Background: an optimization exercise with open tools, aiming at small area, a short achievable clock period and few clock cycles. Do not read the settings as production practice.
Where RTL was checked, it was by simulation tests only, not by an equivalence proof against the original.
No functional check of the RTL was part of run 1.
Power figures rest on the tool's default switching activity, not on a simulated workload.

$ cat flow/flow/run.sh
#!/bin/bash
# The standard layout (standard.sh), with the port buffers made of
# sky130_fd_sc_hd__buf_1 cells, a larger setup repair margin, and a clock
# tree of small clock buffers without dummy loads.
# make's full output goes to flow_make.log; ORFS keeps each step's own log
# under orfs/logs/.
set -uo pipefail
bash standard.sh "BUFFER_PORTS_ARGS=-buffer_cell sky130_fd_sc_hd__buf_1" SETUP_SLACK_MARGIN=5.7 \
  "CTS_ARGS=-sink_clustering_enable -repair_clock_nets -root_buf sky130_fd_sc_hd__clkbuf_8 -buf_list sky130_fd_sc_hd__clkbuf_8 -dont_use_dummy_load -sink_clustering_size 12 -sink_clustering_max_diameter 60" \
  finish > flow_make.log 2>&1
$ cat flow/standard.sh
#!/bin/bash
# synth_recipe.tcl (not shown) runs the flow's synth.tcl, then flattens the netlist and writes it again
# the make line also repeats each setting of config.mk as NAME=value (left out here)
make -C /OpenROAD-flow-scripts/flow DESIGN_CONFIG=/design/flow/config.mk WORK_HOME=/design/flow/orfs CLKGATE_MAP_FILE= SYNTH_SCRIPT=/design/flow/synth_recipe.tcl "${@:-finish}"
$ cat flow/config.mk
export PLATFORM = sky130hd
export DESIGN_NAME = zz_extract
export DESIGN_NICKNAME = zz_extract
export VERILOG_FILES = /design/flow/design.v
export SDC_FILE = /design/flow/constraint.sdc
export NUM_CORES = 4
export LEC_CHECK = 0
export CAP_MARGIN = 20
export CORE_MARGIN = 2
export CORE_UTILIZATION = 40
export SETUP_SLACK_MARGIN = 5
export SLEW_MARGIN = 20
$ cat flow/constraint.sdc
create_clock -name core_clock -period 8.5 [get_ports {clk}]
set_input_delay 1.7000 -clock core_clock [delete_from_list [all_inputs] [get_ports {clk}]]
set_output_delay 1.7000 -clock core_clock [all_outputs]
set_load 0.01 [all_outputs]
$ cat flow/design.v
module zz_extract (
    input  wire        clk,
    input  wire        rst,
    input  wire        reg_valid,
    input  wire        reg_we,
    input  wire [7:0]  reg_addr,
    input  wire [31:0] reg_wdata,
    output reg  [31:0] reg_rdata,
    output wire        coef_req,
    output wire [15:0] coef_row,
    output wire [15:0] coef_col,
    input  wire [15:0] coef_rdata,
    output reg         pay_we,
    output wire [31:0] pay_addr,
    output reg  [7:0]  pay_wdata
);
    reg        busy, done;
    reg        init;           
    reg [15:0] grid_h, grid_w;
    reg        req;
    reg [12:0] bxi, byi;       
    reg [2:0]  r, c;           
    reg        sdone;          
    reg        v1;             
    reg        u2, b2;         
    reg [31:0] tcnt;           
    reg [31:0] len;            
    reg [28:0] outcnt;         
    reg        hdr_ok;
    reg        underrun;
    assign coef_req = req;
    assign coef_row = {byi, r};
    assign coef_col = {bxi, c};
    assign pay_addr = {3'd0, outcnt};
    wire host_wr   = reg_valid && reg_we;
    wire wr_ok     = host_wr && !busy;
    wire wr_ctrl   = wr_ok && (reg_addr == 8'h00);
    wire cmd_start = wr_ctrl && reg_wdata[0];
    wire cmd_clear = wr_ctrl && !reg_wdata[0] && reg_wdata[1];
    wire [12:0] wq  = grid_w[15:3];
    wire [2:0]  wr8 = grid_w[2:0];
    wire [12:0] hq  = grid_h[15:3];
    wire [2:0]  hr8 = grid_h[2:0];
    reg         lc, lb;                
    wire [2:0]  cm = lc ? wr8 - 3'd1 : 3'd7;
    wire [2:0]  rm = lb ? hr8 - 3'd1 : 3'd7;
    wire        blk_end = (r == rm) && (c == cm);
    wire        even    = ~(r[0] ^ c[0]);
    reg  [2:0]  nr, nc;
    always @(*) begin
        nr = r; nc = c;
        if (even) begin
            if (c == cm)          nr = r + 3'd1;
            else if (r == 3'd0)   nc = c + 3'd1;
            else begin            nr = r - 3'd1; nc = c + 3'd1; end
        end else begin
            if (r == rm)          nc = c + 3'd1;
            else if (c == 3'd0)   nr = r + 3'd1;
            else begin            nr = r + 3'd1; nc = c - 3'd1; end
        end
    end
    wire        first   = busy && init;
    wire [12:0] bxi_inc = bxi + 13'd1;
    wire [12:0] byi_inc = byi + 13'd1;
    wire [12:0] wl = (wr8 != 3'd0) ? wq : wq - 13'd1;
    wire [12:0] hl = (hr8 != 3'd0) ? hq : hq - 13'd1;
    wire        w_le8 = (wl == 13'd0);
    wire        h_le8 = (hl == 13'd0);
    reg         x1_last, y1_last;
    always @(posedge clk) begin
        x1_last <= (bxi_inc == wl);
        y1_last <= (byi_inc == hl);
    end
    wire        nlc  = (first || lc) ? w_le8 : x1_last;
    wire        nlb  = first ? h_le8 : (lc ? y1_last : lb);
    wire        ncm0 = nlc && (wr8 == 3'd1);
    wire        nrm0 = nlb && (hr8 == 3'd1);
    wire        last = (lc && lb) || (ncm0 && nrm0);
    wire        g_empty = (grid_h == 16'd0) || (grid_w == 16'd0) ||
                          (ncm0 && nrm0);
    wire usable = !((coef_rdata[15:1] == 15'd0) || (coef_rdata == 16'hFFFF));
    wire fin  = sdone && !v1 && !u2 && !pay_we;
    wire pact = hdr_ok && !((len[31:29] == 3'd0) && (len[28:0] == outcnt));
    wire [31:0] status = {20'd0, 3'd0, done && !hdr_ok, 3'd0,
                          hdr_ok && (busy || done), done && underrun,
                          done && !hdr_ok, done, busy};
    wire [31:0] rd_len = init ? 32'd0 : len;
    wire [31:0] rd_ol  = init ? 32'd0 : {3'd0, outcnt};
    wire [31:0] rd_bc  = init ? 32'd0 : tcnt;
    wire        a_ok   = (reg_addr[7:5] == 3'd0) && (reg_addr[1:0] == 2'd0);
    wire [31:0] m_lo0  = reg_addr[2] ? status           : 32'd0;
    wire [31:0] m_lo1  = reg_addr[2] ? {16'd0, grid_w}  : {16'd0, grid_h};
    wire [31:0] m_hi0  = reg_addr[2] ? rd_ol            : rd_len;
    wire [31:0] m_hi1  = reg_addr[2] ? 32'd0            : rd_bc;
    wire [31:0] m_lo   = reg_addr[3] ? m_lo1 : m_lo0;
    wire [31:0] m_hi   = reg_addr[3] ? m_hi1 : m_hi0;
    wire [31:0] m_all  = reg_addr[4] ? m_hi  : m_lo;
    always @(posedge clk)
        reg_rdata <= a_ok ? m_all : 32'd0;
    always @(posedge clk) begin
        b2 <= coef_rdata[0];
        if (first) begin
            bxi <= 13'd0;
            byi <= 13'd0;
            lc  <= nlc;
            lb  <= nlb;
            r   <= ncm0 ? 3'd1 : 3'd0;
            c   <= ncm0 ? 3'd0 : 3'd1;
        end else if (req) begin
            if (!blk_end) begin
                r <= nr;
                c <= nc;
            end else begin
                bxi <= lc ? 13'd0 : bxi_inc;
                if (lc) byi <= byi_inc;
                lc  <= nlc;
                lb  <= nlb;
                r   <= ncm0 ? 3'd1 : 3'd0;
                c   <= ncm0 ? 3'd0 : 3'd1;
            end
        end
        if (u2 && pact) begin
            case (tcnt[2:0])
                3'd0: pay_wdata <= {b2, 7'd0};
                3'd1: pay_wdata[6] <= b2;
                3'd2: pay_wdata[5] <= b2;
                3'd3: pay_wdata[4] <= b2;
                3'd4: pay_wdata[3] <= b2;
                3'd5: pay_wdata[2] <= b2;
                3'd6: pay_wdata[1] <= b2;
                default: pay_wdata[0] <= b2;
            endcase
        end
    end
    always @(posedge clk) begin
        if (rst) begin
            busy     <= 1'b0;
            done     <= 1'b0;
            init     <= 1'b0;
            grid_h   <= 16'd0;
            grid_w   <= 16'd0;
            req      <= 1'b0;
            sdone    <= 1'b0;
            v1       <= 1'b0;
            u2       <= 1'b0;
            tcnt     <= 32'd0;
            len      <= 32'd0;
            outcnt   <= 29'd0;
            hdr_ok   <= 1'b0;
            underrun <= 1'b0;
            pay_we   <= 1'b0;
        end else begin
            init <= cmd_start || cmd_clear;
            if (cmd_start) begin
                busy <= 1'b1;
                done <= 1'b0;
            end else if (cmd_clear) begin
                done <= 1'b0;
            end
            if (wr_ok && reg_addr == 8'h08) grid_h <= reg_wdata[15:0];
            if (wr_ok && reg_addr == 8'h0C) grid_w <= reg_wdata[15:0];
            if (first) begin
                if (g_empty) sdone <= 1'b1;
                else         req   <= 1'b1;
            end else if (req && blk_end && last) begin
                req   <= 1'b0;
                sdone <= 1'b1;
            end
            if (fin) begin
                sdone <= 1'b0;
                busy  <= 1'b0;
                done  <= 1'b1;
            end
            v1 <= req;
            u2 <= v1 && usable;
            pay_we <= 1'b0;
            if (init) begin
                tcnt     <= 32'd0;
                len      <= 32'd0;
                outcnt   <= 29'd0;
                hdr_ok   <= 1'b0;
                underrun <= 1'b0;
            end else begin
                if (u2) begin
                    tcnt <= tcnt + 32'd1;
                    if (!hdr_ok) begin
                        len <= {len[30:0], b2};
                        if (tcnt[4:0] == 5'd31) hdr_ok <= 1'b1;
                    end else if (pact && tcnt[2:0] == 3'd7) begin
                        pay_we <= 1'b1;
                    end
                end
                if (pay_we) outcnt <= outcnt + 29'd1;
                if (fin && pact) begin
                    underrun <= 1'b1;
                    if (tcnt[2:0] != 3'd0) pay_we <= 1'b1;
                end
            end
        end
    end
endmodule
==> summary.txt, run 1 <==
Floorplan
  – Core area: 27800 um^2
  – Die Ht: 172 um
  – Core Rows: 61
  – Die width: about 170 um
  – Initial Utilization: 40.6%
  – Io pins: 166
  – Die ar.: 29600 um^2

Power and ir drop
  – Total net switching power: 382 uW
  – Pint: 1.25 mW
  – Switching power share of the total: 23.4%
  – Max IR drop VDD: 84.2 uV
  – LEAKAGE: 5.10 nW
  – Comb pwr share: 3.3%
  – PwrDens: 122 nW/um^2
  – Clk pwr share: 35.9%
  – Share of power burned in registers: 60.9%

Critical path
  – Arrival time at the worst endpoint: 3.22 ns
  – Kind of critical path: in2reg
  – Req. time, crit path: 8.90 ns
  – Crit path largest cell delay: 0.35 ns
  – CP endpoint kind: flop
  – Slowest CP cell: nor4_4
  – Crit path buf inv count: 2
  – Crit path max-delay family: simple AND/OR/NAND/NOR gates
  – Critical path startpoint category: input pin
  – CP cell instances: buf_6 -> nor3_4 -> nand2_4 -> nor4_4 -> and3_4 -> buf_12 -> mux2i_1 -> nor2_1
  – CP Max Fanout: 9

Clock tree
  – Reg clk slew, reported paths: 0.08 ns
  – CTS buffer count: 23
  – Htree depth: 1
  – Clk latency of the worst-skew pair: 0.57 ns
  – CTS tree: built
  – Clock tree buffer depth: 3
  – Root buf cell: clkbuf_8
  – Clk sink count: 212

Synth
  – Top FF cell, synth: dfxtp_1
  – YS warnings: 1
  – Register area share after synthesis: 39.0%
  – Synthesized cell area: ~11000 um^2
  – Number of synthesized flops with an enable pin: 16
  – Asr flop ratio synth: 0%
  – Post-synth top area share: 34.8%
  – Syn Inst Count: 1371
  – Yosys cell types: 58
  – Cell taking the most area after synthesis: dfxtp_1
  – Synth top area cells: dfxtp_1 35%, xnor2_1 7.0%, mux2i_1 5.9%, nor2_1 5.9%, nand2_1 5.7%
  – Synthesis-stage register bit count: 212
  – Avg Synthesized Cell Area: 8.23 um^2

STA
  – Unrepaired setup endpoints after global routing: true
  – Final setup vio count: 0
  – Min cycle time layout: 2.81 ns
  – TNS Setup: 0 ns
  – Setup ws final: 5.69 ns
  – Final Skew: 0.0615 ns
  – Max_slew headroom: 28.1%
  – Max Fclk: between 0.3 and 0.4 GHz
  – Worst-Margin Slew: 1.07 ns
  – Final Max Slew Viols: 0
  – Endpoints failing hold: 0
  – Final period util: roughly 33%
  – Worst hold margin: 0.468 ns

Route
  – DR pass1 iterations: 5
  – 1st-iter DRT viols: between 800 and 900
  – Drt via density: approximately 5.3
  – Detailed-route wire length: 32600 um
  – Drt drc: 0
  – Wire length per cell: between 15 and 20 um
  – Post-route ant nets: 0
  – Via Count: a little over 10000

Placement
  – RD Place Congestion: 0.837
  – Worst slack at placement: 4.44 ns
  – DP Wirelength: around 22000 um
  – Port Buffer Count: 146

Cells and area
  – Commonest cells after routing, fill and taps aside: 175 x nor2_1, 169 x nand2_1, 130 x dfxtp_1
  – Layout cell share with drive strength beyond 1: ~17%
  – Reg area: 4580 um^2
  – Footprint of the multi-input gates: between 6000 and 7000 um^2
  – Commonest non-fill, non-tap cell in the layout: nor2_1
  – Synthesis-to-layout area growth: 18.0%
  – Final Util: 47.9%
  – Ant diodes: 0
  – FILL cells: 2759
  – Nets: around 1600

Global routing
  – Largest net degree at the start of global routing: 97
  – Global-route wire length before repair: 49800 um
  – Number of antenna violations at the first check in global routing: 0
  – Vias in the first global route: between 9000 and 10000
  – Grt ovf: 0
  – Gr usage total: between 20% and 30%

Hold path
  – Worst hold path class: reg2reg

Run
  – Max-Cap Viols: 0

Outcome
  – Status: no timing/DRC/antenna violations
## power groups by stage
stage	logic [mW]	registers, mW	clock network [mW]
after floorplan	0.0321	1.03	0
after global placement	0.0483	1.03	0
after detailed placement	0.0488	1.03	0
after CTS	0.0504	0.993	0.607
after global routing	0.0573	0.992	0.644
final	0.0531	0.991	0.585
## path summary, 6_finish.rpt
kind / from / slack, ns / endpoint / cells past startpoint
worst min-delay path: grid_h[1]$_SDFFE_PP0P_ / 0.47 / grid_h[1]$_SDFFE_PP0P_ / 2
worst max-delay path: reg_addr[5] / 5.69 / grid_w[0]$_SDFFE_PP0P_ / 8
worst max register to register: grid_h[0]$_SDFFE_PP0P_ / 5.83 / bxi[2]$_SDFFE_PP0P_ / 10
worst min register to register: grid_h[1]$_SDFFE_PP0P_ / 0.47 / grid_h[1]$_SDFFE_PP0P_ / 2
## per-stage QoR
stage               area [um^2]  std cells  total power [mW]
floorplan                 11400       1373              1.06
global placement          12100       1816              1.08
detailed placement        12100       1816              1.08
CTS                       13000       1876              1.65
global route              13300       1898              1.69
finish                    13300       1898              1.63
## cell families (layout without fill, tap and decap cells)
| group | Yosys count | after routing | synth area share [%] |
|---|---|---|---|
| DFF | 212 | 212 | 39.0 |
| xor gates and xnor gates | 162 | 162 | 12.7 |
| adders and majority gates | 28 | 28 | 3.10 |
| buffers and inverters | 114 | 260 | 3.98 |
| other | 1 | 3 | 0.0332 |
| AOI/OAI and AO/OA | 208 | 208 | 10.3 |
| and+or+nand+nor | 578 | 579 | 24.8 |
| muxes | 68 | 68 | 6.05 |
## area by class of cell
cell class,instances,area share [%]
multi-input cells,1048,49.4
inverters,22,0.620
well taps,378,3.55
clock buffers,23,2.38
flip-flops and latches,212,34.4
repair buffers,215,9.61
## synthesized netlist by cell type (all sizes together), types with 5 or more instances
cell and n:
clkbuf 74, nand3b 5, or3 26, a211oi 5, edfxtp 16, nor4 20, nor3 17, o31ai 5
a22oi 5, nor2b 11, and4 6, o21ai 44, nand4 41, a31oi 9, mux2i 66, or4 5
and2 9, and3 31, or2 5, nand2 172, nand2b 6, a21oi 115, inv 22, nor2 176
buf 18, xnor2 90, o22ai 6, nand3 31, dfxtp 196, xor2 71, ha 28
## flip-flops by register name (all words and copies together), names as in the netlist, 3 cells and up
| register | count |
|---|---|
| pay_wdata | 8 |
| bxi | 13 |
| len | 32 |
| r | 3 |
| byi | 13 |
| grid_h | 16 |
| c | 3 |
| tcnt | 32 |
| grid_w | 16 |
| outcnt | 29 |
| reg_rdata | 32 |
## what timing repair did
action	CTS	global route
hold buffers	0	0
pin swaps	0	10
cloned	0	1
hold endpoints to repair	0	0
gates resized for setup	171	53
setup buffers	37	21
endpoints found under the setup margin	164	104
## worst register-to-register path, delay by kind of cell (launching register included)
kind / cells / cell delay, ns
AND/OR/NAND/NOR: 3 / 0.92
AO/OA/AOI/OAI: 3 / 0.55
flip-flops: 1 / 0.37
adder cells (fa/ha/maj): 1 / 0.35
buffers and inverters: 2 / 0.28
XOR/XNOR: 1 / 0.14
## layer usage
| metal | vias to the layer above | routed length, um | GRT usage (%) |
|---|---|---|---|
| li1 | 4996 | - | - |
| met1 | 4776 | 16000 | 31.4 |
| met2 | 249 | 14100 | 32.9 |
| met3 | 41 | 1750 | 2.40 |
| met4 | 0 | 735 | 6.14 |
| met5 | - | 0 | 0 |
==> run 2: changes to the inputs <==
--- a/flow/design.v
+++ b/flow/design.v
@@ -17,5 +17,6 @@
     reg        busy, done;
     reg        init;           
-    reg [15:0] grid_h, grid_w;
+    reg [15:0] grid_h, grid_w;   
+    reg        gh_ok, gw_ok;
     reg        req;
     reg [12:0] bxi, byi;       
@@ -63,13 +64,10 @@
     wire [12:0] bxi_inc = bxi + 13'd1;
     wire [12:0] byi_inc = byi + 13'd1;
-    wire [12:0] wl = (wr8 != 3'd0) ? wq : wq - 13'd1;
-    wire [12:0] hl = (hr8 != 3'd0) ? hq : hq - 13'd1;
-    wire        w_le8 = (wl == 13'd0);
-    wire        h_le8 = (hl == 13'd0);
-    reg         x1_last, y1_last;
-    always @(posedge clk) begin
-        x1_last <= (bxi_inc == wl);
-        y1_last <= (byi_inc == hl);
-    end
+    wire [12:0] bxi_p2  = {bxi[12:1] + 12'd1, bxi[0]};
+    wire [12:0] byi_p2  = {byi[12:1] + 12'd1, byi[0]};
+    wire        w_le8 = (wq == 13'd0) || ((wq == 13'd1) && (wr8 == 3'd0));
+    wire        h_le8 = (hq == 13'd0) || ((hq == 13'd1) && (hr8 == 3'd0));
+    wire        x1_last = (wr8 != 3'd0) ? (bxi_inc == wq) : (bxi_p2 == wq);
+    wire        y1_last = (hr8 != 3'd0) ? (byi_inc == hq) : (byi_p2 == hq);
     wire        nlc  = (first || lc) ? w_le8 : x1_last;
     wire        nlb  = first ? h_le8 : (lc ? y1_last : lb);
@@ -77,5 +75,6 @@
     wire        nrm0 = nlb && (hr8 == 3'd1);
     wire        last = (lc && lb) || (ncm0 && nrm0);
-    wire        g_empty = (grid_h == 16'd0) || (grid_w == 16'd0) ||
+    wire        g_empty = !gh_ok || !gw_ok ||
+                          (grid_h == 16'd0) || (grid_w == 16'd0) ||
                           (ncm0 && nrm0);
     wire usable = !((coef_rdata[15:1] == 15'd0) || (coef_rdata == 16'hFFFF));
@@ -85,18 +84,19 @@
                           hdr_ok && (busy || done), done && underrun,
                           done && !hdr_ok, done, busy};
-    wire [31:0] rd_len = init ? 32'd0 : len;
-    wire [31:0] rd_ol  = init ? 32'd0 : {3'd0, outcnt};
-    wire [31:0] rd_bc  = init ? 32'd0 : tcnt;
-    wire        a_ok   = (reg_addr[7:5] == 3'd0) && (reg_addr[1:0] == 2'd0);
-    wire [31:0] m_lo0  = reg_addr[2] ? status           : 32'd0;
-    wire [31:0] m_lo1  = reg_addr[2] ? {16'd0, grid_w}  : {16'd0, grid_h};
-    wire [31:0] m_hi0  = reg_addr[2] ? rd_ol            : rd_len;
-    wire [31:0] m_hi1  = reg_addr[2] ? 32'd0            : rd_bc;
-    wire [31:0] m_lo   = reg_addr[3] ? m_lo1 : m_lo0;
-    wire [31:0] m_hi   = reg_addr[3] ? m_hi1 : m_hi0;
-    wire [31:0] m_all  = reg_addr[4] ? m_hi  : m_lo;
-    always @(posedge clk)
-        reg_rdata <= a_ok ? m_all : 32'd0;
     always @(posedge clk) begin
+        reg_rdata <= 32'd0;
+        case (reg_addr)
+            8'h04: reg_rdata <= status;
+            8'h08: if (gh_ok) reg_rdata <= {16'd0, grid_h};
+            8'h0C: if (gw_ok) reg_rdata <= {16'd0, grid_w};
+            8'h10: if (!init) reg_rdata <= len;
+            8'h14: if (!init) reg_rdata <= {3'd0, outcnt};
+            8'h18: if (!init) reg_rdata <= tcnt;
+            default: ;
+        endcase
+    end
+    always @(posedge clk) begin
+        if (wr_ok && reg_addr == 8'h08) grid_h <= reg_wdata[15:0];
+        if (wr_ok && reg_addr == 8'h0C) grid_w <= reg_wdata[15:0];
         b2 <= coef_rdata[0];
         if (first) begin
@@ -138,6 +138,6 @@
             done     <= 1'b0;
             init     <= 1'b0;
-            grid_h   <= 16'd0;
-            grid_w   <= 16'd0;
+            gh_ok    <= 1'b0;
+            gw_ok    <= 1'b0;
             req      <= 1'b0;
             sdone    <= 1'b0;
@@ -158,6 +158,6 @@
                 done <= 1'b0;
             end
-            if (wr_ok && reg_addr == 8'h08) grid_h <= reg_wdata[15:0];
-            if (wr_ok && reg_addr == 8'h0C) grid_w <= reg_wdata[15:0];
+            if (wr_ok && reg_addr == 8'h08) gh_ok <= 1'b1;
+            if (wr_ok && reg_addr == 8'h0C) gw_ok <= 1'b1;
             if (first) begin
                 if (g_empty) sdone <= 1'b1;
--- a/flow/config.mk
+++ b/flow/config.mk
@@ -11,2 +11,3 @@
 export SETUP_SLACK_MARGIN = 5
 export SLEW_MARGIN = 20
+export TNS_END_PERCENT = 0
==> run 2 against run 1 <==
Still clean on timing, DRC and antenna. Global-route usage down 0.90 points. Combinational power down 45%. Critical path type is now reg2out. Die area down 7.3%. Largest power group unchanged. Setup slack worse by 0.12 ns. Register-to-register slack worse by 0.18 ns. Final cell count down 14%. First-iteration DRC count down 9.8%. Synthesized cell count down 15%. Clock-buffer cell count unchanged.
==> summary.txt, run 2 <==
Outcome
  – Status: no timing/DRC/antenna violations

Synth
  – Synthesis-stage register bit count: 212
  – Number of synthesized flops with an enable pin: 48
  – Cell taking the most area after synthesis: dfxtp_1
  – Top-count cell post-synth: dfxtp_1
  – YS warnings: 1
  – Post-synthesis compound-gate area fraction: a little over an eighth
  – Asr flop ratio synth: 0%
  – Post-synthesis simple-gate area fraction: 22.3%
  – Top cells by count, synth: 164 x dfxtp_1, 138 x nor2_1, 126 x nand2_1, 85 x xor2_1, 73 x a21oi_1
  – Post-synth top area share: 31.4%
  – Top FF cell, synth: dfxtp_1
  – Area share of fa/ha/maj cells after synthesis: 3.35%
  – Synthesized cell area: around 10000 um^2
  – Synth top area cells: dfxtp_1 31%, edfxtp_1 14%, xor2_1 7.1%, nor2_1 5.0%, nand2_1 4.5%
  – Post-synthesis xor/xnor area fraction: 10.7%
  – Main combinational cell family by area after synthesis: simple AND/OR/NAND/NOR gates
  – Syn Inst Count: 1169
  – Avg Synthesized Cell Area: 8.94 um^2
  – Yosys cell types: 67
  – Mux cell area share after synthesis: under 10%
  – Register area share after synthesis: about 45%

Floorplan
  – Io pins: around 170
  – Core area: 25800 um^2
  – Core Rows: ~60
  – Die ar.: 27400 um^2
  – Die width: 166 um
  – Initial Utilization: between 40% and 50%
  – Die Ht: 166 um

Critical path
  – Req. time, crit path: 6.80 ns
  – Crit path max-delay family: flip-flops
  – Arrival time at the worst endpoint: 1.23 ns
  – Crit path buf inv count: 1
  – Slowest CP cell: dfxtp_1
  – CP Max Fanout: 9
  – Critical path startpoint category: flop
  – Crit path largest cell delay: 0.52 ns
  – CP cell instances: buf_1
  – CP endpoint kind: output pin
  – Kind of critical path: reg2out

Placement
  – DP Area: 11300 um^2
  – DP Wirelength: roughly 21000 um
  – Port Buffer Count: 146
  – RD Place Congestion: 0.884

Cells and area
  – Top Registers: len: 32 flops, reg_rdata: 32 flops, tcnt: 32 flops
  – Layout cell share with drive strength beyond 1: under 10%
  – Synthesis-to-layout area growth: 13.2%
  – Nets: 1383
  – Final Instance Area: 11800 um^2
  – Commonest cells after routing, fill and taps aside: 144 x buf_1, 136 x nor2_1, 135 x dfxtp_1
  – Ant diodes: 0
  – Commonest non-fill, non-tap cell in the layout: buf_1

STA
  – Final Skew: 0.0582 ns
  – TNS Setup: 0 ns
  – Worst hold margin: 0.492 ns
  – Min cycle time layout: 2.93 ns
  – Final period util: around a third
  – Max Fclk: 0.341 GHz
  – Unrepaired setup endpoints after global routing: true
  – Final setup vio count: 0
  – Final Max Slew Viols: 0
  – Max_slew headroom: 45.1%
  – Endpoints failing hold: 0
  – Worst-Margin Slew: 0.811 ns

Global routing
  – Gr usage total: 20.4%
  – Vias in the first global route: around 8500
  – Grt ovf: 0
  – Global-route wire length before repair: 46300 um
  – Number of antenna violations at the first check in global routing: 0
  – Largest net degree at the start of global routing: 97

Clock tree
  – Clk sink count: 212
  – # hold bufs at CTS: 0
  – Clock tree buffer depth: 3
  – Root buf cell: clkbuf_8
  – Reg clk slew, reported paths: 0.08 ns
  – CTS buffer count: 23
  – Htree depth: 1
  – CTS tree: built
  – Clk latency of the worst-skew pair: approximately 0.56 ns

Route
  – 1st-iter DRT viols: 762
  – Drt drc: 0
  – Detailed-route wire length: 29200 um
  – Post-route ant nets: 0
  – Via Count: 9074
  – DR pass1 iterations: 8
  – Wire length per cell: 17.9 um
  – Drt via density: 5.57

Power and ir drop
  – Max IR drop VDD: 90.2 uV
  – PwrDens: approximately 140 nW/um^2
  – LEAKAGE: approximately 4.2 nW

Run
  – Max-Cap Viols: 0

Hold path
  – Worst hold path class: reg2reg
[run 2: changes by cell type in the layout (fill, tap and decap cells not counted), sizes merged, moves of 8 or more]
cell	change
buf	-33
nand4	-14
a21oi	-42
clkbuf	-17
o21ai	+14
xnor2	-47
mux2i	-57
a222oi	+32
nor2	-38
edfxtp	+32
dfxtp	-32
a22oi	+8
nand2	-45
xor2	+14
[run 2: cells by family after synthesis]
logic type / after synthesis
compound gates: 221
xor+xnor: 128
fa+ha+maj: 28
buf+inv: 90
flops: 212
mux: 12
other cells: 1
simple gates: 477
[run 2: final timing paths]
| kind | start | end | slack [ns] | cells past startpoint |
|---|---|---|---|---|
| setup / recovery | bxi[5]$_SDFFE_PP0P_ | coef_col[8] | 5.57 | 1 |
| hold reg to reg | underrun$_SDFFE_PP0P_ | underrun$_SDFFE_PP0P_ | 0.49 | 2 |
| setup reg to reg | grid_w[1]$_DFFE_PP_ | c[0]$_DFFE_PP_ | 5.65 | 10 |
| hold / removal | underrun$_SDFFE_PP0P_ | underrun$_SDFFE_PP0P_ | 0.49 | 2 |
[run 2: timing repair]
item	CTS	global route
buffers inserted	5	6
pin swaps	2	4
gates resized for setup	20	28
endpoints found under the hold margin	0	0
endpoints found under the setup margin	168	223
[run 2: cell type report]
class | count | area (um^2)
clock buffers | 23 | 317
fillers | 2581 | 14000
inverters | 24 | 90.1
multi-input cells | 869 | 5510
flip-flops and latches | 212 | 4760
well taps | 335 | 419
repair buffers | 165 | 734
[run 2: routing by layer]
metal | part of all wire (%) | up-vias | GRT usage [%]
met5 | 0 | - | 0
met4 | 3.4 | 0 | 7.07
met3 | 5.9 | 54 | 3.37
met2 | 47 | 269 | 33.9
met1 | 44 | 4340 | 27.1
li1 | - | 4411 | -
[run 2: metrics by stage]
step           utilization (%)  setup WS, ns  cells  power [mW]
3_5_place_dp              43.6          4.75   1594        1.08
2_1_floorplan                -          5.46   1171        1.06
4_1_cts                   45.3          5.53   1622        1.65
5_1_grt                   45.8          5.51   1628        1.69
6_report                  45.8          5.57   1628        1.63
3_3_place_gp              43.6          4.75   1594        1.08
[run 2: where the power goes]
part,internal (mW),switching [mW]
Clock,0.240,0.336
Sequential,1.03,0.00115
Combinational,0.00778,0.0214
Testbench counts of run 2, summed over its fixed seeds: cycles 93,551.
==> run 3: changes to the inputs <==
--- a/flow/flow/run.sh
+++ b/flow/flow/run.sh
@@ -6,5 +6,5 @@
 # under orfs/logs/.
 set -uo pipefail
-bash standard.sh "BUFFER_PORTS_ARGS=-buffer_cell sky130_fd_sc_hd__buf_1" SETUP_SLACK_MARGIN=5.7 \
+bash standard.sh "BUFFER_PORTS_ARGS=-buffer_cell sky130_fd_sc_hd__buf_1" SETUP_SLACK_MARGIN=5.8 \
   "CTS_ARGS=-sink_clustering_enable -repair_clock_nets -root_buf sky130_fd_sc_hd__clkbuf_8 -buf_list sky130_fd_sc_hd__clkbuf_8 -dont_use_dummy_load -sink_clustering_size 12 -sink_clustering_max_diameter 60" \
   finish > flow_make.log 2>&1
--- a/flow/config.mk
+++ b/flow/config.mk
@@ -8,5 +8,5 @@
 export CAP_MARGIN = 20
 export CORE_MARGIN = 2
-export CORE_UTILIZATION = 40
+export CORE_UTILIZATION = 50
 export SETUP_SLACK_MARGIN = 5
 export SLEW_MARGIN = 20
==> run 3 against run 2 <==
Critical path type unchanged. Still clean. Hold slack got worse by 0.011 ns. Critical endpoint is now coef_row[0]. Final cell count fell by 4.1%. Critical path depth is the same. Combinational power decreased by 2%.
==> summary.txt, run 3 <==
Cells and area
  – Top Registers: len: 32 flops, reg_rdata: 32 flops, tcnt: 32 flops
  – Synthesis-to-layout area growth: 11.8%
  – Commonest non-fill, non-tap cell in the layout: dfxtp_1
  – Layout cell share with drive strength beyond 1: 7.12%
  – Nets: 1382
  – Ant diodes: 0
  – Commonest cells after routing, fill and taps aside: 150 x dfxtp_1, 146 x buf_1, 136 x nor2_1

Route
  – DR pass1 iterations: 5
  – Via Count: ~9000
  – Post-route ant nets: 0
  – 1st-iter DRT viols: 616
  – Drt drc: 0
  – Wire length per cell: between 15 and 20 um
  – Drt via density: 5.68
  – Detailed-route wire length: 28300 um

Global routing
  – Largest net degree at the start of global routing: 79
  – Vias in the first global route: 8324
  – Number of antenna violations at the first check in global routing: 0
  – Gr usage total: 25.2%
  – Global-route wire length before repair: 44800 um
  – Grt ovf: 0

Clock tree
  – CTS buffer count: 23
  – Clk latency of the worst-skew pair: 0.54 ns
  – Reg clk slew, reported paths: 0.08 ns
  – Htree depth: 1
  – # hold bufs at CTS: 0
  – Clk sink count: ~210
  – CTS tree: built
  – Clock tree buffer depth: 3
  – Root buf cell: clkbuf_8

Critical path
  – Req. time, crit path: 6.80 ns
  – Slowest CP cell: edfxtp_1
  – Kind of critical path: reg2out
  – CP endpoint kind: output pin
  – CP cell instances: buf_1
  – Critical path startpoint category: flop
  – Arrival time at the worst endpoint: roughly 1.2 ns
  – Crit path largest cell delay: 0.52 ns
  – CP Max Fanout: 7
  – Crit path buf inv count: 1
  – Register-to-register setup slack: 5.58 ns
  – Crit path max-delay family: flip-flops

Floorplan
  – Core area: 20400 um^2
  – Die width: 149 um
  – Io pins: about 170
  – Initial Utilization: 51.3%
  – Core Rows: 52
  – Die Ht: 149 um
  – Die ar.: 22100 um^2

Synth
  – Cell taking the most area after synthesis: dfxtp_1
  – Synth top area cells: dfxtp_1 31%, edfxtp_1 14%, xor2_1 7.1%, nor2_1 5.0%, nand2_1 4.5%
  – Post-synth top area share: 31.4%
  – Asr flop ratio synth: 0%
  – Synthesized cell area: 10400 um^2
  – Synthesis-stage register bit count: ~210
  – Avg Synthesized Cell Area: 8.94 um^2
  – Top FF cell, synth: dfxtp_1
  – Number of synthesized flops with an enable pin: 48
  – YS warnings: 1
  – Register area share after synthesis: 45.2%
  – Top cells by count, synth: 164 x dfxtp_1, 138 x nor2_1, 126 x nand2_1, 85 x xor2_1, 73 x a21oi_1
  – Yosys cell types: 67
  – Top-count cell post-synth: dfxtp_1
  – Syn Inst Count: 1169

STA
  – Final Skew: 0.0238 ns
  – Setup ws final: 5.56 ns
  – TNS Setup: 0 ns
  – Final period util: 34.6%
  – Max Fclk: 0.340 GHz
  – Endpoints failing hold: 0
  – Final setup vio count: 0
  – Final Max Slew Viols: 0
  – Min cycle time layout: 2.94 ns
  – Unrepaired setup endpoints after global routing: true
  – Worst-Margin Slew: 1.04 ns
  – Max_slew headroom: 29.4%

Power and ir drop
  – LEAKAGE: around 4.2 nW
  – PwrDens: roughly 140 nW/um^2
  – Max IR drop VDD: approximately 110 uV

Placement
  – Worst slack at placement: 4.79 ns
  – RD Place Congestion: just under 0.9
  – Port Buffer Count: 146
  – DP Wirelength: 20100 um

Hold path
  – Worst hold path class: reg2reg

Outcome
  – Status: no timing/DRC/antenna violations

Run
  – Max-Cap Viols: 0
[run 3: cell counts after synthesis]
No cell type changed its count.
[run 3: timing repair]
item | 4_1_cts | 5_1_grt
setup endpoints to repair | 278 | 273
gates resized for setup | 22 | 5
buffers inserted | 6 | 4
pin swaps | 2 | 5
[run 3: kinds of logic (layout without fill, tap and decap cells)]
logic type      after synthesis  after routing  synth area share, %
buf+inv                      90            211                 3.46
xor+xnor                    128            128                 10.7
fa+ha+maj                    28             28                 3.35
other cells                   1              3               0.0359
mux                          12             12                 1.19
simple gates                477            477                 22.3
flops                       212            212                 45.2
compound gates              221            221                 13.7
[run 3: final timing paths]
path | from | end | cells after the start
min reg2reg | len[2]$_SDFFE_PP0P_ | len[3]$_SDFFE_PP0P_ | 2
max | r[0]$_DFFE_PP_ | coef_row[0] | 1
max reg2reg | grid_h[0]$_DFFE_PP_ | req$_SDFFE_PP0P_ | 10
min | len[2]$_SDFFE_PP0P_ | len[3]$_SDFFE_PP0P_ | 2
[run 3: where the power goes]
part	switching (mW)	leakage (nW)	total, mW	internal [mW]
sequential	0.00114	1.75	1.03	1.03
clock	0.340	0.165	0.581	0.241
combinational	0.0209	2.25	0.0285	0.00762
[run 3: per-stage QoR]
| step | hold WS [ns] | std cells | util [%] | instance area [um^2] | power (mW) |
|---|---|---|---|---|---|
| 6_report | 0.481 | 1562 | 57.3 | 11700 | 1.64 |
| 5_1_grt | 0.511 | 1562 | 57.3 | 11700 | 1.69 |
| 4_1_cts | 0.486 | 1558 | 57.0 | 11600 | 1.65 |
| 3_5_place_dp | 0.478 | 1529 | 54.9 | 11200 | 1.08 |
| 3_3_place_gp | 0.471 | 1529 | 54.9 | 11200 | 1.08 |
| 2_1_floorplan | 0.440 | 1171 | - | 10500 | 1.06 |
[run 3: area by class of cell]
| class | count | area, um^2 |
|---|---|---|
| fillers | 1923 | 8690 |
| clock buffers | 23 | 317 |
| inverters | 24 | 90.1 |
| well taps | 270 | 338 |
| multi-input cells | 869 | 5480 |
| flip-flops and latches | 212 | 4740 |
| repair buffers | 164 | 712 |
[run 3: per-layer routing]
| layer | up-vias | GRT usage (%) | wire [um] |
|---|---|---|---|
| met4 | 0 | 7.19 | 715 |
| li1 | 4389 | - | - |
| met2 | 252 | 42.4 | 13500 |
| met3 | 46 | 3.71 | 1510 |
| met1 | 4178 | 33.9 | 12600 |
| met5 | - | 0 | 0 |
==> run 4: changes to the inputs <==
--- a/flow/config.mk
+++ b/flow/config.mk
@@ -8,5 +8,6 @@
 export CAP_MARGIN = 20
 export CORE_MARGIN = 2
-export CORE_UTILIZATION = 50
+export CORE_UTILIZATION = 40
+export PLACE_DENSITY = 0.75
 export SETUP_SLACK_MARGIN = 5
 export SLEW_MARGIN = 20
==> run 4 against run 3 <==
Still clean on timing, DRC and antenna. Critical path depth unchanged. Setup slack improved by 0.12 ns. Global-route usage down 5.0 points. Clock-buffer cell count unchanged. Hold slack better by 0.0097 ns. Clock power down 2%. Final area grew 5.7%. Sequential share of layout area decreased by 0.86 points. Clock skew grew 0.023 ns. Utilization is 9.6 points lower. Largest cell class unchanged. Highest routed layer unchanged.
==> summary.txt, run 4 <==
Outcome
  – Status: no timing/DRC/antenna violations

Route
  – Wire length per cell: 17.8 um
  – Drt drc: 0
  – Drt via density: 5.68
  – 1st-iter DRT viols: about 900
  – Detailed-route wire length: 29400 um
  – DR pass1 iterations: 8
  – Via Count: 9402
  – Post-route ant nets: 0

Synth
  – Cell taking the most area after synthesis: dfxtp_1
  – Asr flop ratio synth: 0%
  – YS warnings: 1
  – Register area share after synthesis: 45.2%
  – Number of synthesized flops with an enable pin: 48
  – Synthesis-stage register bit count: 212
  – Top-count cell post-synth: dfxtp_1
  – Top cells by count, synth: 164 x dfxtp_1, 138 x nor2_1, 126 x nand2_1, 85 x xor2_1, 73 x a21oi_1
  – Top FF cell, synth: dfxtp_1
  – Syn Inst Count: 1169
  – Yosys cell types: 67
  – Synthesized cell area: 10400 um^2
  – Post-synth top area share: 31.4%
  – Avg Synthesized Cell Area: roughly 8.9 um^2
  – Synth top area cells: dfxtp_1 31%, edfxtp_1 14%, xor2_1 7.1%, nor2_1 5.0%, nand2_1 4.5%

STA
  – Setup ws final: 5.69 ns
  – Final Max Slew Viols: 0
  – Final period util: 33.1%
  – Worst-Margin Slew: 0.753 ns
  – TNS Setup: 0 ns
  – Endpoints failing hold: 0
  – Max Fclk: between 0.3 and 0.4 GHz
  – Unrepaired setup endpoints after global routing: true
  – Max_slew headroom: 49.1%
  – Min cycle time layout: 2.81 ns
  – Final setup vio count: 0
  – Final Skew: 0.0464 ns

Clock tree
  – CTS tree: built
  – # hold bufs at CTS: 0
  – Clk latency of the worst-skew pair: 0.55 ns
  – Root buf cell: clkbuf_8
  – Clk sink count: 212
  – Htree depth: 1
  – CTS buffer count: 23
  – Reg clk slew, reported paths: 0.09 ns
  – Clock tree buffer depth: 3

Critical path
  – CP endpoint kind: output pin
  – Crit path max-delay family: flip-flops
  – Arrival time at the worst endpoint: about 1.1 ns
  – Req. time, crit path: roughly 6.8 ns
  – Crit path largest cell delay: 0.42 ns
  – Reg2reg path depth: 12
  – Critical path startpoint category: flop
  – Slowest CP cell: dfxtp_4
  – Worst path depth: 1
  – CP Max Fanout: 8
  – Kind of critical path: reg2out
  – Crit path buf inv count: 1
  – CP cell instances: buf_1

Cells and area
  – Commonest cells after routing, fill and taps aside: 135 x nor2_1, 125 x nand2_1, 108 x dfxtp_1, 108 x buf_1, 84 x xor2_1
  – Commonest non-fill, non-tap cell in the layout: nor2_1
  – Synthesis-to-layout area growth: 18.2%
  – Top Registers: len: 32 flops, reg_rdata: 32 flops, tcnt: 32 flops
  – Nets: ~1400
  – Layout cell share with drive strength beyond 1: between 10% and 20%
  – Final cell count without fillers: 1654
  – Final Instance Area: 12300 um^2

Power and ir drop
  – LEAKAGE: between 4 and 5 nW
  – Total Power: 1.61 mW
  – PwrDens: about 130 nW/um^2
  – Max IR drop VDD: 142 uV

Run
  – Max-Cap Viols: 0

Global routing
  – Gr usage total: 20.3%
  – Number of antenna violations at the first check in global routing: 0
  – Grt ovf: 0
  – Vias in the first global route: 8763
  – Global-route wire length before repair: 46300 um
  – Largest net degree at the start of global routing: 97

Floorplan
  – Core area: 25800 um^2
  – Die Ht: 166 um
  – Io pins: 166
  – Initial Utilization: 40.4%
  – Die ar.: 27400 um^2
  – Die width: 166 um
  – Core Rows: 59

Hold path
  – Worst hold path class: reg2reg
  – Hold Crit Depth: 2

Placement
  – DP Area: around 11000 um^2
  – Worst slack at placement: between 4 and 5 ns
  – Port Buffer Count: about 150
  – Placed insts: 1592
  – RD Place Congestion: roughly 0.92
  – DP Wirelength: 20800 um
## run 4: cell types whose count changed in the layout (fill, tap and decap cells not counted), sizes merged
cell	previous run	this run
buf	164	158
diode	0	1
clkbuf	23	55
## run 4: timing repair
| item | 4_1_cts | 5_1_grt |
|---|---|---|
| gates resized for setup | 37 | 155 |
| setup buffers | 9 | 29 |
| cloned | 0 | 0 |
| endpoints found under the setup margin | 294 | 277 |
| hold endpoints to repair | 0 | 0 |
| pin swaps | 3 | 12 |
## run 4: path summary, 6_finish.rpt
check | from | endpoint | slack, ns
hold reg to reg | len[31]$_SDFFE_PP0P_ | len[31]$_SDFFE_PP0P_ | 0.49
setup / recovery | bxi[2]$_SDFFE_PP0P_ | coef_col[5] | 5.69
setup reg to reg | grid_w[0]$_DFFE_PP_ | bxi[7]$_SDFFE_PP0P_ | 5.74
hold / removal | len[31]$_SDFFE_PP0P_ | len[31]$_SDFFE_PP0P_ | 0.49
## run 4: where the power goes
group          internal, mW  total [mW]  leakage, nW  switching, mW
clock network         0.240       0.569        0.165          0.329
logic               0.00789      0.0292         2.56         0.0213
registers              1.01        1.01         1.78        0.00108
## run 4: area by class of cell
cell class              count  area (um^2)
multi-input cells         869         5620
inverters                  24         90.1
fillers                  2423        13500
diodes                      1         2.50
clock buffers              23          317
repair buffers            190          988
well taps                 335          419
flip-flops and latches    212         4910
## run 4: metrics by stage
| stage | hold WS (ns) | utilization [%] |
|---|---|---|
| floorplan | 0.440 | - |
| global placement | 0.471 | 43.6 |
| detailed placement | 0.477 | 43.6 |
| CTS | 0.496 | 45.4 |
| global route | 0.506 | 47.8 |
| finish | 0.490 | 47.8 |
## run 4: cell families after synthesis
logic type,after synthesis,share of synthesized area (%)
mux,12,1.19
compound gates,221,13.7
simple gates,477,22.3
flops,212,45.2
fa+ha+maj,28,3.35
xor+xnor,128,10.7
other cells,1,0.0359
buf+inv,90,3.46
## run 4: per-layer routing
metal	GRT usage, %	part of all wire, %
met4	6.28	3.1
met1	25.9	40
met3	4.16	8.3
met5	0	0
met2	34.4	48
==> run 5: changes to the inputs <==
--- a/flow/config.mk
+++ b/flow/config.mk
@@ -9,5 +9,4 @@
 export CORE_MARGIN = 2
 export CORE_UTILIZATION = 40
-export PLACE_DENSITY = 0.75
 export SETUP_SLACK_MARGIN = 5
 export SLEW_MARGIN = 20
==> run 5 against run 4 <==
Still clean. Flip-flop and latch count did not move. Largest cell class unchanged. Die area is the same. Synthesized cell count unchanged. Highest routed layer unchanged.
==> summary.txt, run 5 <==
Outcome
  – Status: no timing/DRC/antenna violations

STA
  – Max Fclk: 0.353 GHz
  – Worst hold margin: 0.494 ns
  – Final period util: between 30% and 40%
  – Min cycle time layout: 2.83 ns
  – TNS Setup: 0 ns
  – Final Skew: between 0.05 and 0.06 ns
  – Worst-Margin Slew: 0.850 ns
  – Endpoints failing hold: 0
  – Max_slew headroom: 42.5%
  – Unrepaired setup endpoints after global routing: true
  – Setup ws final: 5.67 ns
  – Final Max Slew Viols: 0
  – Final setup vio count: 0

Clock tree
  – Clk sink count: about 210
  – CTS tree: built
  – Htree depth: 1
  – Root buf cell: clkbuf_8
  – CTS buffer count: 23
  – Reg clk slew, reported paths: 0.08 ns
  – Clock tree buffer depth: 3
  – Clk latency of the worst-skew pair: 0.56 ns

Placement
  – Port Buffer Count: 146
  – RD Place Congestion: 0.884
  – Placed insts: 1594
  – Worst slack at placement: around 4.8 ns
  – DP Wirelength: 20900 um
  – DP Area: 11300 um^2

Cells and area
  – Commonest cells after routing, fill and taps aside: 136 x nor2_1, 125 x nand2_1, 119 x buf_1
  – Final cell count without fillers: between 1500 and 2000
  – FILL cells: 2536
  – Final Instance Area: 12200 um^2
  – Layout cell share with drive strength beyond 1: 14.9%
  – Commonest non-fill, non-tap cell in the layout: nor2_1
  – Ant diodes: 0
  – Top Registers: len: 32 flops, reg_rdata: 32 flops, tcnt: 32 flops
  – Final Util: 47.3%
  – Synthesis-to-layout area growth: 16.9%
  – Nets: approximately 1400

Critical path
  – Critical path startpoint category: flop
  – Arrival time at the worst endpoint: roughly 1.1 ns
  – Req. time, crit path: 6.80 ns
  – Kind of critical path: reg2out
  – Crit path buf inv count: 1
  – CP cell instances: buf_1
  – Crit path max-delay family: flip-flops
  – CP endpoint kind: output pin
  – CP Max Fanout: 3
  – Slowest CP cell: edfxtp_1
  – Crit path largest cell delay: approximately 0.45 ns

Floorplan
  – Io pins: approximately 170
  – Initial Utilization: roughly 40%
  – Core area: 25800 um^2
  – Die ar.: ~27000 um^2
  – Die Ht: approximately 170 um
  – Die width: 166 um
  – Core Rows: 59

Synth
  – Post-synthesis simple-gate area fraction: between 20% and 30%
  – Main combinational cell family by area after synthesis: simple AND/OR/NAND/NOR gates
  – Yosys cell types: 67
  – Post-synth top area share: 31.4%
  – Cell taking the most area after synthesis: dfxtp_1
  – Top FF cell, synth: dfxtp_1
  – Area share of fa/ha/maj cells after synthesis: under 10%
  – Number of synthesized flops with an enable pin: 48
  – YS warnings: 1
  – Top-count cell post-synth: dfxtp_1
  – Post-synthesis xor/xnor area fraction: 10.7%
  – Syn Inst Count: 1169
  – Synthesized cell area: 10400 um^2
  – Top cells by count, synth: 164 x dfxtp_1, 138 x nor2_1, 126 x nand2_1, 85 x xor2_1, 73 x a21oi_1
  – Post-synthesis compound-gate area fraction: 13.7%
  – Synth top area cells: dfxtp_1 31%, edfxtp_1 14%, xor2_1 7.1%, nor2_1 5.0%, nand2_1 4.5%
  – Asr flop ratio synth: 0%
  – Register area share after synthesis: 45.2%
  – Avg Synthesized Cell Area: 8.94 um^2
  – Mux cell area share after synthesis: about 1.2%
  – Synthesis-stage register bit count: 212

Global routing
  – Number of antenna violations at the first check in global routing: 0
  – Gr usage total: between 20% and 30%
  – Global-route wire length before repair: 46300 um
  – Grt ovf: 0
  – Vias in the first global route: approximately 8500
  – Largest net degree at the start of global routing: 97

Power and ir drop
  – LEAKAGE: about 4.4 nW
  – Max IR drop VDD: 89.9 uV
  – PwrDens: 133 nW/um^2
  – Total Power: 1.62 mW

Route
  – Post-route ant nets: 0
  – Detailed-route wire length: ~29000 um
  – 1st-iter DRT viols: 749
  – DR pass1 iterations: 7
  – Via Count: 9154
  – Drt drc: 0
  – Wire length per cell: 17.9 um
  – Drt via density: 5.55

Run
  – Max-Cap Viols: 0

Hold path
  – Worst hold path class: reg2reg
## run 5: cell counts after synthesis
No cell type changed its count.
## run 5: logic make-up after synthesis
family / after synthesis
simple gates: 477
compound gates: 221
flops: 212
xor+xnor: 128
buf+inv: 90
fa+ha+maj: 28
mux: 12
other cells: 1
## run 5: metal layers
layer  global-route usage [%]  vias to the layer above  routed length [um]
met2                     33.9                      262               14000
met1                     27.1                     4379               12900
met5                        0                        -                   0
met4                     7.07                        0                 903
li1                         -                     4466                   -
met3                     3.37                       47                1590
## run 5: layout make-up
cell class,instances,area [um^2],area share [%]
sequential,212,4890,40.0
inverter,24,90.1,0.737
clock buffer,23,317,2.59
multi-input combinational,869,5560,45.5
timing repair buffer,185,942,7.71
tap,335,419,3.43
## run 5: where the power goes
part	internal, mW	total (mW)	switching [mW]	leakage [nW]
sequential	1.01	1.02	0.00114	1.78
clock	0.240	0.577	0.337	0.165
combinational	0.00792	0.0295	0.0216	2.49
total	1.26	1.62	0.360	4.44
## run 5: timing repair
item                                    4_1_cts  5_1_grt
endpoints found under the hold margin         0        0
gates resized for setup                      20      140
buffers inserted                              5       26
pin swaps                                     2       10
endpoints found under the setup margin      293      283
hold buffers                                  0        0
## run 5: path summary, 6_finish.rpt
kind	start	slack (ns)	cells after the start	to
worst min-delay path	len[3]$_SDFFE_PP0P_	0.49	2	len[4]$_SDFFE_PP0P_
worst min register to register	len[3]$_SDFFE_PP0P_	0.49	2	len[4]$_SDFFE_PP0P_
worst max register to register	grid_w[1]$_DFFE_PP_	5.73	12	bxi[11]$_SDFFE_PP0P_
worst max-delay path	r[1]$_SDFFCE_PP0P_	5.67	1	coef_row[1]
==> run 6: changes to the inputs <==
--- a/flow/flow/run.sh
+++ b/flow/flow/run.sh
@@ -6,5 +6,5 @@
 # under orfs/logs/.
 set -uo pipefail
-bash standard.sh "BUFFER_PORTS_ARGS=-buffer_cell sky130_fd_sc_hd__buf_1" SETUP_SLACK_MARGIN=5.8 \
+bash standard.sh "BUFFER_PORTS_ARGS=-buffer_cell sky130_fd_sc_hd__buf_1" SETUP_SLACK_MARGIN=5.95 \
   "CTS_ARGS=-sink_clustering_enable -repair_clock_nets -root_buf sky130_fd_sc_hd__clkbuf_8 -buf_list sky130_fd_sc_hd__clkbuf_8 -dont_use_dummy_load -sink_clustering_size 12 -sink_clustering_max_diameter 60" \
   finish > flow_make.log 2>&1
==> run 6 against run 5 <==
Still clean. Utilization unchanged. Clock skew unchanged. Non-clock buffer count unchanged. Final cell count unchanged. Final area unchanged. Clock power about the same. Fmax unchanged. Combinational power about the same. Flip-flop and latch count unchanged. Highest routed layer unchanged.
==> summary.txt, run 6 <==
Outcome
  – Status: no timing/DRC/antenna violations

Route
  – Wire length per cell: 17.9 um
  – Drt via density: 5.55
  – Drt drc: 0
  – Uppermost layer routed: met4
  – Routed met2 length: ~14000 um
  – Post-route ant nets: 0
  – Detailed-route wire length: just under 30000 um
  – Via Count: 9154
  – 1st-iter DRT viols: 749
  – DR pass1 iterations: 7
  – Met3 wire len: around 1600 um
  – Met1 WL: 12900 um

Critical path
  – Crit path max-delay family: flip-flops
  – Kind of critical path: reg2out
  – CP Max Fanout: 3
  – Crit path largest cell delay: 0.45 ns
  – CP cell instances: buf_1
  – Critical path startpoint category: flop
  – CP endpoint kind: output pin
  – Slowest CP cell: edfxtp_1
  – Req. time, crit path: 6.80 ns
  – Arrival time at the worst endpoint: around 1.1 ns
  – Crit path buf inv count: 1

Cells and area
  – Nets: 1403
  – Synthesis-to-layout area growth: 16.9%
  – Layout cell share with drive strength beyond 1: 14.9%
  – Ant diodes: 0
  – Reg area: roughly 5000 um^2
  – Commonest cells after routing, fill and taps aside: 136 x nor2_1, 125 x nand2_1, 119 x buf_1
  – FILL cells: 2536
  – Top Registers: len: 32 flops, reg_rdata: 32 flops, tcnt: 32 flops
  – Footprint of the multi-input gates: 5560 um^2
  – Commonest non-fill, non-tap cell in the layout: nor2_1
  – Final cell count without fillers: 1648

STA
  – Endpoints failing hold: 0
  – Final setup vio count: 0
  – Final period util: 33.3%
  – Max_slew headroom: 42.5%
  – Worst-Margin Slew: around 0.85 ns
  – Final Max Slew Viols: 0
  – TNS Setup: 0 ns
  – Unrepaired setup endpoints after global routing: true
  – Max Fclk: 0.353 GHz
  – Final Skew: 0.0583 ns
  – Min cycle time layout: 2.83 ns

Clock tree
  – Clk sink count: 212
  – Clock tree buffer depth: 3
  – Root buf cell: clkbuf_8
  – Clk latency of the worst-skew pair: 0.56 ns
  – CTS tree: built
  – # hold bufs at CTS: 0
  – Htree depth: 1
  – Reg clk slew, reported paths: around 0.080 ns
  – CTS buffer count: 23

Placement
  – Placed insts: roughly 1600
  – RD Place Congestion: ~0.88
  – DP Wirelength: 20900 um
  – Port Buffer Count: about 150

Synth
  – Synthesized cell area: 10400 um^2
  – Number of synthesized flops with an enable pin: 48
  – Cell taking the most area after synthesis: dfxtp_1
  – Synthesis-stage register bit count: 212
  – Register area share after synthesis: 45.2%
  – Synth top area cells: dfxtp_1 31%, edfxtp_1 14%, xor2_1 7.1%, nor2_1 5.0%, nand2_1 4.5%
  – Avg Synthesized Cell Area: approximately 8.9 um^2
  – Yosys cell types: 67
  – Top-count cell post-synth: dfxtp_1
  – Top FF cell, synth: dfxtp_1
  – Syn Inst Count: 1169
  – Asr flop ratio synth: 0%
  – Post-synth top area share: 31.4%
  – YS warnings: 1
  – Top cells by count, synth: 164 x dfxtp_1, 138 x nor2_1, 126 x nand2_1, 85 x xor2_1, 73 x a21oi_1

Floorplan
  – Core Rows: 59
  – Core area: about 26000 um^2
  – Initial Utilization: 40.4%
  – Die width: 166 um
  – Die Ht: 166 um
  – Io pins: 166
  – Die ar.: 27400 um^2

Power and ir drop
  – Clk pwr share: 35.6%
  – Total net switching power: 360 uW
  – Total Power: around 1.6 mW
  – LEAKAGE: about 4.4 nW
  – Switching power share of the total: roughly 22%
  – Max IR drop VDD: 89.9 uV
  – Comb pwr share: approximately 1.8%
  – Pint: 1.26 mW
  – Share of power burned in registers: 62.6%
  – PwrDens: 133 nW/um^2

Global routing
  – Global-route wire length before repair: 46300 um
  – Gr usage total: 20.4%
  – Number of antenna violations at the first check in global routing: 0
  – Grt ovf: 0
  – Vias in the first global route: between 8000 and 9000
  – Largest net degree at the start of global routing: 97

Run
  – Max-Cap Viols: 0

Hold path
  – Worst hold path class: reg2reg
[run 6: cell counts after synthesis]
No cell type changed its count.
[run 6: worst paths after layout]
kind	from	end	slack (ns)	depth (start not counted)
setup reg to reg	grid_w[1]$_DFFE_PP_	bxi[11]$_SDFFE_PP0P_	5.73	12
hold / removal	len[3]$_SDFFE_PP0P_	len[4]$_SDFFE_PP0P_	0.49	2
setup / recovery	r[1]$_SDFFCE_PP0P_	coef_row[1]	5.67	1
hold reg to reg	len[3]$_SDFFE_PP0P_	len[4]$_SDFFE_PP0P_	0.49	2
[run 6: metrics by stage]
stage / worst slack [ns] / util (%) / hold WS (ns) / instance area (um^2)
after global placement: 4.75 / 43.6 / 0.469 / 11300
after detailed placement: 4.75 / 43.6 / 0.477 / 11300
after global routing: 5.60 / 47.3 / 0.513 / 12200
after floorplan: 5.46 / - / 0.440 / 10500
final: 5.67 / 47.3 / 0.494 / 12200
after CTS: 5.53 / 45.3 / 0.488 / 11700
[run 6: power by group through the flow]
stage | Sequential, mW | Clock (mW) | Combinational [mW]
global placement | 1.05 | 0 | 0.0281
CTS | 1.03 | 0.594 | 0.0289
finish | 1.02 | 0.577 | 0.0295
detailed placement | 1.05 | 0 | 0.0284
floorplan | 1.05 | 0 | 0.0141
global route | 1.02 | 0.631 | 0.0323
[run 6: area by class of cell]
type                    instances  area share [%]
multi-input cells             869            45.5
inverters                      24           0.737
repair buffers                185            7.71
flip-flops and latches        212            40.0
clock buffers                  23            2.59
well taps                     335            3.43
[run 6: cells by family (layout without fill, tap and decap cells)]
group / after synthesis / count (layout) / synth area share [%]
compound gates: 221 / 221 / 13.7
flops: 212 / 212 / 45.2
mux: 12 / 12 / 1.19
simple gates: 477 / 477 / 22.3
fa+ha+maj: 28 / 28 / 3.35
buf+inv: 90 / 232 / 3.46
xor+xnor: 128 / 128 / 10.7
other cells: 1 / 3 / 0.0359
[run 6: layer usage]
layer / up-vias / GRT usage, %
met5: - / 0
met4: 0 / 7.07
met3: 47 / 3.37
met2: 262 / 33.9
met1: 4379 / 27.1
li1: 4466 / -
[run 6: timing repair]
action	in CTS	in global routing
gates resized for setup	20	140
endpoints found under the setup margin	302	311
buffers inserted	5	26
pin swaps	2	10
==> run 7: changes to the inputs <==
==> flow/flow/run.sh (replaced) <==
#!/bin/bash
# The standard layout (standard.sh), with the port buffers made of
# sky130_fd_sc_hd__buf_1 cells, a larger setup repair margin, and a clock
# tree of small clock buffers without dummy loads.
# make's full output goes to flow_make.log; ORFS keeps each step's own log
# under orfs/logs/.
set -uo pipefail
bash standard.sh "BUFFER_PORTS_ARGS=-buffer_cell sky130_fd_sc_hd__buf_1" SETUP_SLACK_MARGIN=5.8 \
  "CTS_ARGS=-sink_clustering_enable -repair_clock_nets -root_buf sky130_fd_sc_hd__clkbuf_16 -buf_list sky130_fd_sc_hd__clkbuf_8 -dont_use_dummy_load -sink_clustering_size 20 -sink_clustering_max_diameter 80" \
  finish > flow_make.log 2>&1
==> run 7 against run 6 <==
Clock power shrank 11%. Fmax grew 0.27%. Register-to-register slack lost 0.04 ns. Clock-buffer cell count shrank 8. Final cell count shrank 1.2%. Routed wire length shrank 0.47%. Still clean on timing, DRC and antenna. Combinational power grew 2%. First-iteration DRC count grew 8.4%. Setup slack gained 0.0076 ns. Largest power group unchanged. Flip-flop and latch count is the same.
==> summary.txt, run 7 <==
Power and ir drop
  – Total Power: 1.57 mW
  – Max IR drop VDD: 120 uV
  – LEAKAGE: roughly 4.2 nW
  – PwrDens: between 100 and 150 nW/um^2

Cells and area
  – Commonest non-fill, non-tap cell in the layout: buf_1
  – Top Registers: len: 32 flops, reg_rdata: 32 flops, tcnt: 32 flops
  – Synthesis-to-layout area growth: 14.8%
  – Nets: 1383
  – Final Instance Area: 12000 um^2
  – Ant diodes: 0
  – Layout cell share with drive strength beyond 1: 11.9%
  – Commonest cells after routing, fill and taps aside: 142 x buf_1, 135 x nor2_1, 125 x nand2_1

Clock tree
  – Clk latency of the worst-skew pair: 0.48 ns
  – # hold bufs at CTS: 0
  – CTS buffer count: 15
  – Clock tree buffer depth: 3
  – CTS tree: built
  – Clk sink count: about 210
  – Root buf cell: clkbuf_16
  – Htree depth: 1
  – Reg clk slew, reported paths: approximately 0.12 ns

Floorplan
  – Core area: 25800 um^2
  – Io pins: 166
  – Initial Utilization: 40.4%
  – Core Rows: 59
  – Die Ht: 166 um
  – Die width: approximately 170 um
  – Die ar.: 27400 um^2

Global routing
  – Number of antenna violations at the first check in global routing: 0
  – Gr usage total: 20.4%
  – Largest net degree at the start of global routing: 97
  – Grt ovf: 0
  – Vias in the first global route: 8471
  – Global-route wire length before repair: 46200 um

Synth
  – Post-synthesis compound-gate area fraction: 13.7%
  – Avg Synthesized Cell Area: 8.94 um^2
  – Synthesis-stage register bit count: about 210
  – Number of synthesized flops with an enable pin: 48
  – Synth top area cells: dfxtp_1 31%, edfxtp_1 14%, xor2_1 7.1%, nor2_1 5.0%, nand2_1 4.5%
  – Register area share after synthesis: a little under half
  – Mux cell area share after synthesis: under 10%
  – Top cells by count, synth: 164 x dfxtp_1, 138 x nor2_1, 126 x nand2_1, 85 x xor2_1, 73 x a21oi_1
  – Top FF cell, synth: dfxtp_1
  – Asr flop ratio synth: 0%
  – Syn Inst Count: 1169
  – YS warnings: 1
  – Main combinational cell family by area after synthesis: simple AND/OR/NAND/NOR gates
  – Post-synth top area share: 31.4%
  – Post-synthesis xor/xnor area fraction: between 10% and 20%
  – Synthesized cell area: between 10000 and 15000 um^2
  – Post-synthesis simple-gate area fraction: 22.3%
  – Cell taking the most area after synthesis: dfxtp_1
  – Top-count cell post-synth: dfxtp_1
  – Yosys cell types: 67
  – Area share of fa/ha/maj cells after synthesis: between 3 and 4%

Hold path
  – Worst hold path class: reg2reg

Critical path
  – Kind of critical path: reg2out
  – Critical path startpoint category: flop
  – Crit path max-delay family: flip-flops
  – CP cell instances: buf_1
  – CP Max Fanout: 5
  – Crit path buf inv count: 1
  – CP endpoint kind: output pin
  – Req. time, crit path: 6.80 ns
  – Slowest CP cell: dfxtp_1
  – Crit path largest cell delay: 0.48 ns
  – Arrival time at the worst endpoint: roughly 1.1 ns

Placement
  – Port Buffer Count: 146
  – RD Place Congestion: 0.884
  – DP Wirelength: ~21000 um
  – DP Area: 11300 um^2

Route
  – Drt via density: 5.57
  – 1st-iter DRT viols: 812
  – Drt drc: 0
  – Wire length per cell: 18.0 um
  – Via Count: between 9000 and 10000
  – Post-route ant nets: 0
  – Detailed-route wire length: 29300 um
  – DR pass1 iterations: 5

Run
  – Max-Cap Viols: 0

STA
  – Unrepaired setup endpoints after global routing: true
  – Worst-Margin Slew: 0.861 ns
  – Max Fclk: 0.354 GHz
  – Min cycle time layout: 2.82 ns
  – Final Max Slew Viols: 0
  – Final Skew: 0.0483 ns
  – TNS Setup: 0 ns
  – Final setup vio count: 0
  – Final period util: between 30% and 40%
  – Endpoints failing hold: 0
  – Max_slew headroom: 41.8%

Outcome
  – Status: no timing/DRC/antenna violations
[run 7: cell counts after synthesis]
Identical to the previous run, type by type.
[run 7: stage by stage]
stage	hold slack (ns)	util (%)	setup slack [ns]	instances
finish	0.499	46.4	5.68	1628
global placement	0.469	43.6	4.75	1594
CTS	0.497	44.9	5.47	1614
global route	0.524	46.4	5.58	1628
detailed placement	0.477	43.6	4.75	1594
floorplan	0.440	-	5.46	1171
[run 7: cell families after synthesis]
logic type                 Yosys count
xor gates and xnor gates           128
adders and majority gates           28
AOI/OAI and AO/OA                  221
DFF                                212
muxes                               12
buffers and inverters               90
and+or+nand+nor                    477
other                                1
[run 7: what timing repair did]
action                                  CTS  global route
buffers inserted                          5            13
endpoints found under the setup margin  276           276
cloned                                    0             1
endpoints found under the hold margin     0             0
pin swaps                                 2            18
resized for setup                         6           100
[run 7: final cells by class]
cell class / count / area [um^2]
inverters: 24 / 90.1
repair buffers: 172 / 822
flip-flops and latches: 212 / 4800
well taps: 335 / 419
multi-input cells: 870 / 5620
fillers: 2560 / 13800
clock buffers: 15 / 240
[run 7: path summary, 6_finish.rpt]
check                            start                   end  slack (ns)  cells past startpoint
hold reg to reg   len[29]$_SDFFE_PP0P_  len[30]$_SDFFE_PP0P_        0.50                      2
hold / removal    len[29]$_SDFFE_PP0P_  len[30]$_SDFFE_PP0P_        0.50                      2
setup reg to reg   grid_w[1]$_DFFE_PP_   byi[5]$_SDFFE_PP0P_        5.69                     12
setup / recovery  bxi[11]$_SDFFE_PP0P_          coef_col[14]        5.68                      1
[run 7: layer usage]
metal | GRT usage (%) | share of wire [%]
met2 | 34.1 | 48
met3 | 3.18 | 5.7
met4 | 6.20 | 3.0
met1 | 27.1 | 44
met5 | 0.522 | 0
[run 7: where the power goes]
group          internal [mW]  total [mW]  switching, mW
clock                  0.193       0.511          0.319
combinational        0.00813      0.0300         0.0219
sequential              1.03        1.03        0.00114

[re-timing with driven ports]
No port has a modelled driver above. Below, the same layouts with a new extraction and two added sets of constraints.
Step 1 assumes that a clkbuf_16 drives the clock port and a buf_2 every other input.
Step 2 also shifts input and output timing later by t, the mid clock arrival at the registers, as if the neighbouring blocks saw the same clock.
a / b / c = no drivers / after step 1 / after step 2; a / b = the first two.
run | t, ns | setup slack, ns | hold slack, ns
run 1 | 0.579 | 5.687 / 5.660 / 5.121 | 0.468 / 0.468 / 0.468
run 2 | 0.572 | 5.569 / 5.526 / 5.087 | 0.492 / 0.492 / 0.492
run 3 | 0.575 | 5.560 / 5.519 / 5.023 | 0.481 / 0.481 / 0.481
run 4 | 0.566 | 5.685 / 5.642 / 5.239 | 0.490 / 0.490 / 0.490
run 5 | 0.575 | 5.670 / 5.627 / 5.199 | 0.494 / 0.494 / 0.494
run 6 | 0.575 | 5.670 / 5.627 / 5.199 | 0.494 / 0.494 / 0.494
run 7 | 0.508 | 5.678 / 5.630 / 5.248 | 0.499 / 0.499 / 0.499
After both steps setup and hold are still met in every run listed. The setup slack of run 1, which loses most, moves by -0.027 ns with the drivers and by -0.566 ns with both steps.
